Context: an optimization exercise on an open-source flow, tuned for small area and few clock cycles. The choices shown serve that exercise and are no tape-out recipe.
Function was checked by simulation only, so behaviour that the tests miss may differ from the original.

## before
==> flow/design.v <==
module framer_tx (
    input  wire        clk,
    input  wire        rst,
    input  wire        seq_reset,
    input  wire        cmd_valid,
    output wire        cmd_ready,
    input  wire [2:0]  cmd_version,
    input  wire        cmd_packet_type,
    input  wire        cmd_sec_hdr_flag,
    input  wire [15:0] cmd_apid,
    input  wire [1:0]  cmd_seq_flags,
    input  wire [47:0] cmd_timing_info,
    input  wire [7:0]  cmd_segment_number,
    input  wire [7:0]  cmd_function_code,
    input  wire [15:0] cmd_address_code,
    input  wire [16:0] cmd_payload_len,
    input  wire        cmd_include_sync,
    input  wire        pl_valid,
    output wire        pl_ready,
    input  wire [7:0]  pl_byte,
    output reg         out_valid,
    input  wire        out_ready,
    output reg  [7:0]  out_byte,
    output wire        out_last,
    output reg         err_valid
);
    localparam [1:0] S_START = 2'd0;    
    localparam [1:0] S_MARK1 = 2'd1;    
    localparam [1:0] S_HDR   = 2'd2;    
    localparam [1:0] S_BODY  = 2'd3;    
    reg [1:0]  state;
    reg [13:0] seq_cnt;
    reg [15:0] cnt;
    reg [31:0] crc;
    wire too_big = (cmd_payload_len > 17'd65521);
    wire [15:0] data_length = cmd_payload_len[15:0] + 16'd13;
    reg [7:0] hdr_byte;
    always @* begin
        case (cnt[3:0])
            4'd9:  hdr_byte = {cmd_version, cmd_packet_type, cmd_sec_hdr_flag, cmd_apid[10:8]};
            4'd8:  hdr_byte = cmd_apid[7:0];
            4'd7:  hdr_byte = {cmd_seq_flags, seq_cnt[13:8]};
            4'd6:  hdr_byte = seq_cnt[7:0];
            4'd5:  hdr_byte = cnt[15:8];
            4'd4:  hdr_byte = {cnt[7:4], data_length[3:0]};
            4'd3:  hdr_byte = cmd_timing_info[47:40];
            4'd2:  hdr_byte = cmd_timing_info[39:32];
            4'd1:  hdr_byte = cmd_timing_info[31:24];
            4'd0:  hdr_byte = cmd_timing_info[23:16];
            4'd15: hdr_byte = cmd_timing_info[15:8];
            4'd14: hdr_byte = cmd_timing_info[7:0];
            4'd13: hdr_byte = cmd_segment_number;
            4'd12: hdr_byte = cmd_function_code;
            4'd11: hdr_byte = cmd_address_code[15:8];
            default: hdr_byte = cmd_address_code[7:0];
        endcase
    end
    wire pay_phase = (cnt[15:4] != 12'd0) || (cnt[3:1] == 3'b111);
    wire hdr_last  = (cnt[3:0] == 4'd10);
    wire crc_last  = (cnt[1:0] == 2'b10);
    wire [31:0] crc_out = ~crc;
    reg  [7:0]  crc_byte;
    always @* begin
        case (cnt[1:0])
            2'b01:   crc_byte = crc_out[31:24];
            2'b00:   crc_byte = crc_out[23:16];
            2'b11:   crc_byte = crc_out[15:8];
            default: crc_byte = crc_out[7:0];
        endcase
    end
    wire in_start = (state == S_START);
    wire in_hdr   = (state == S_HDR) || (in_start && !cmd_include_sync);
    wire in_pay   = (state == S_BODY) && pay_phase;
    wire in_crc   = (state == S_BODY) && !pay_phase;
    always @* begin
        out_valid = 1'b0;
        out_byte  = hdr_byte;
        case (state)
            S_START: begin
                out_valid = cmd_valid && !too_big;
                out_byte  = cmd_include_sync ? 8'h55 : hdr_byte;
            end
            S_MARK1: begin
                out_valid = 1'b1;
                out_byte  = 8'hAA;
            end
            S_HDR: begin
                out_valid = 1'b1;
                out_byte  = hdr_byte;
            end
            default: begin
                out_valid = pay_phase ? pl_valid : 1'b1;
                out_byte  = pay_phase ? pl_byte : crc_byte;
            end
        endcase
    end
    assign out_last = in_crc && crc_last;
    assign pl_ready = in_pay && out_ready;
    wire xfer      = out_valid && out_ready;
    wire hdr_done  = (state == S_HDR) && hdr_last && out_ready;
    assign cmd_ready = too_big || hdr_done;
    wire [7:0]  crc_din   = in_pay ? pl_byte : hdr_byte;
    wire [31:0] crc_cur   = crc;
    reg  [31:0] crc_next;
    integer i;
    always @* begin
        crc_next = crc_cur ^ {24'd0, crc_din};
        for (i = 0; i < 8; i = i + 1) begin
            if (crc_next[0])
                crc_next = (crc_next >> 1) ^ 32'hEDB88320;
            else
                crc_next = crc_next >> 1;
        end
    end
    always @(posedge clk) begin
        if (rst || (xfer && out_last))
            crc <= 32'hFFFFFFFF;
        else if (xfer && (in_hdr || in_pay))
            crc <= crc_next;
    end
    always @(posedge clk) begin
        if (rst) begin
            state     <= S_START;
            seq_cnt   <= 14'd0;
            cnt       <= 16'd9;
            err_valid <= 1'b0;
        end else begin
            err_valid <= cmd_valid && too_big;
            if (seq_reset)
                seq_cnt <= 14'd0;
            else if (hdr_done)
                seq_cnt <= seq_cnt + 14'd1;
            if (hdr_done)
                cnt[3:0] <= data_length[3:0];
            else if (xfer && state != S_MARK1 && !(in_start && cmd_include_sync))
                cnt[3:0] <= cnt[3:0] - 4'd1;
            if (state != S_BODY)
                cnt[15:4] <= data_length[15:4];
            else if (xfer && cnt[3:0] == 4'd0)
                cnt[15:4] <= cnt[15:4] - 12'd1;
            case (state)
                S_START: if (xfer) state <= cmd_include_sync ? S_MARK1 : S_HDR;
                S_MARK1: if (xfer) state <= S_HDR;
                S_HDR:   if (hdr_done) state <= S_BODY;
                default: if (xfer && !pay_phase && crc_last) state <= S_START;
            endcase
        end
    end
endmodule
clock: 5.0 ns
lec_check: 0
cap_margin: 20
core_margin: 2
core_utilization: 60
slew_margin: 20
standard.sh (not shown) runs the stock make flow with config.mk's settings and CLKGATE_MAP_FILE= SYNTH_SCRIPT=/design/flow/synth_recipe.tcl, a recipe that flattens the netlist after the stock synthesis.
==> flow/flow/run.sh <==
#!/bin/bash
# Standard synthesis, then an area re-mapping of its combinational logic
# (registers untouched: same cells, same names), then the standard layout
# with buf_1 port buffers and a small CTS without dummy loads.
set -uo pipefail
RES=orfs/results/${FLOW_PLATFORM}/framer_tx/base
LIB=${FLOW_HOME}/platforms/${FLOW_PLATFORM}/lib/sky130_fd_sc_hd__tt_025C_1v80.lib

bash standard.sh synth > synth.log 2>&1 || exit 1

cp $RES/1_2_yosys.v 1_2_yosys.std.v
sed "s#@LIB@#${LIB}#g" flow/reopt.ys > reopt.ys
if yosys -s reopt.ys > reopt.log 2>&1 && [ -s 1_2_yosys.reopt.v ]; then
  cp 1_2_yosys.reopt.v $RES/1_2_yosys.v
  touch $RES/1_2_yosys.v
fi

export BUFFER_PORTS_ARGS="-buffer_cell sky130_fd_sc_hd__buf_1"
export CTS_ARGS="-sink_clustering_enable -repair_clock_nets -dont_use_dummy_load -buf_list sky130_fd_sc_hd__clkbuf_4 -root_buf sky130_fd_sc_hd__clkbuf_8"
bash standard.sh > standard.log 2>&1
==> flow/flow/abc.constr <==
set_driving_cell sky130_fd_sc_hd__buf_1
set_load 10.0
==> flow/flow/deep.abc <==
strash
&get -n
&deepsyn -T 60
&put
dch -f
amap
topo
stime -c
buffer -c
upsize -c
dnsize -c
==> flow/flow/reopt.ys <==
# re-map the combinational logic of the standard synthesis for area;
# the registers stay the same cells with the same names
read_liberty -ignore_miss_func @LIB@
read_verilog 1_2_yosys.std.v
hierarchy -top framer_tx
setattr -mod -set keep_hierarchy 1 sky130_fd_sc_hd__dfxtp_* sky130_fd_sc_hd__edfxtp_*
flatten
blackbox sky130_fd_sc_hd__dfxtp_* sky130_fd_sc_hd__edfxtp_*
opt -purge
abc -D 5000 -constr flow/abc.constr -script flow/deep.abc -liberty @LIB@ -dont_use *probe* -dont_use *lpflow*
setundef -zero
opt_clean -purge
hilomap -singleton -hicell sky130_fd_sc_hd__conb_1 HI -locell sky130_fd_sc_hd__conb_1 LO
insbuf -buf sky130_fd_sc_hd__buf_4 A X
opt_clean -purge
hierarchy -top framer_tx
tee -o reopt_stat.txt stat -liberty @LIB@
write_verilog -noattr -nohex -nodec 1_2_yosys.reopt.v
Testbench counts of before, summed over its fixed seeds: cycles 39,187.
Changes in after relative to before:
diff --git a/flow/design.v b/flow/design.v
--- a/flow/design.v
+++ b/flow/design.v
@@ -39,12 +39,12 @@
         case (cnt[3:0])
             4'd9:  hdr_byte = {cmd_version, cmd_packet_type, cmd_sec_hdr_flag, cmd_apid[10:8]};
             4'd8:  hdr_byte = cmd_apid[7:0];
             4'd7:  hdr_byte = {cmd_seq_flags, seq_cnt[13:8]};
             4'd6:  hdr_byte = seq_cnt[7:0];
-            4'd5:  hdr_byte = cnt[15:8];
-            4'd4:  hdr_byte = {cnt[7:4], data_length[3:0]};
+            4'd5:  hdr_byte = data_length[15:8];
+            4'd4:  hdr_byte = data_length[7:0];
             4'd3:  hdr_byte = cmd_timing_info[47:40];
             4'd2:  hdr_byte = cmd_timing_info[39:32];
             4'd1:  hdr_byte = cmd_timing_info[31:24];
             4'd0:  hdr_byte = cmd_timing_info[23:16];
             4'd15: hdr_byte = cmd_timing_info[15:8];
@@ -97,10 +97,11 @@
     assign out_last = in_crc && crc_last;
     assign pl_ready = in_pay && out_ready;
     wire xfer      = out_valid && out_ready;
     wire hdr_done  = (state == S_HDR) && hdr_last && out_ready;
     assign cmd_ready = too_big || hdr_done;
+    wire        crc_first = in_hdr && (cnt[3:0] == 4'd9);
     wire [7:0]  crc_din   = in_pay ? pl_byte : hdr_byte;
     wire [31:0] crc_cur   = crc;
     reg  [31:0] crc_next;
     integer i;
     always @* begin
@@ -129,17 +130,13 @@
             if (seq_reset)
                 seq_cnt <= 14'd0;
             else if (hdr_done)
                 seq_cnt <= seq_cnt + 14'd1;
             if (hdr_done)
-                cnt[3:0] <= data_length[3:0];
+                cnt <= data_length;
             else if (xfer && state != S_MARK1 && !(in_start && cmd_include_sync))
-                cnt[3:0] <= cnt[3:0] - 4'd1;
-            if (state != S_BODY)
-                cnt[15:4] <= data_length[15:4];
-            else if (xfer && cnt[3:0] == 4'd0)
-                cnt[15:4] <= cnt[15:4] - 12'd1;
+                cnt <= cnt - 16'd1;
             case (state)
                 S_START: if (xfer) state <= cmd_include_sync ? S_MARK1 : S_HDR;
                 S_MARK1: if (xfer) state <= S_HDR;
                 S_HDR:   if (hdr_done) state <= S_BODY;
                 default: if (xfer && !pay_phase && crc_last) state <= S_START;
--- outcome ---
On first-pass GRT wire length, after does worse than before.
Fmax: after lower than before
after against before: effective utilization at floorplan rose 0.17 points, total number of cells along the worst setup path rose 13.
Relative to before, via count of the routed design increased by 153 in after.
[compare] base=before new=after: pin count of the biggest net entering global routing went up; sequential share of layout area decreased 0.56 points; worst path arrival time increased by 250 ps relative to the old numbers; utilization saw an increase; final-report max-slew violation count comparable.
The standard cells in after occupy more silicon area than those in before do.
Testbench counts of after, summed over its fixed seeds: cycles 39,187.

-- afterwards: timing with drivers on the ports --
In the flow no input, the clock included, has a driving cell. The finished layouts below were timed again as built, in two steps.
Step 1 sets driving cells, clkbuf_16 on the clock port and buf_2 on the other inputs (assumed; they add their load-dependent delay and slew).
Step 2 adds t to the input delays and takes it off the output delays; t is the mean of the earliest and latest rising clock arrival at the registers after step 1. Input paths then give back, and output paths get back, about the clock's delay inside the block.
Slacks: ideal / step 1 / step 2; pairs: ideal / step 1.
run | t (ns) | setup slack, ns | latest minus earliest clock arrival (ns)
before | 0.381 | 0.699 / 0.687 / 0.468 | 0.012 / 0.012
after | 0.380 | 0.465 / 0.438 / 0.092 | 0.029 / 0.029
After both steps every run listed still meets setup and hold. The setup slack of after, which loses most, moves by -0.027 ns with the drivers and by -0.373 ns with both steps.
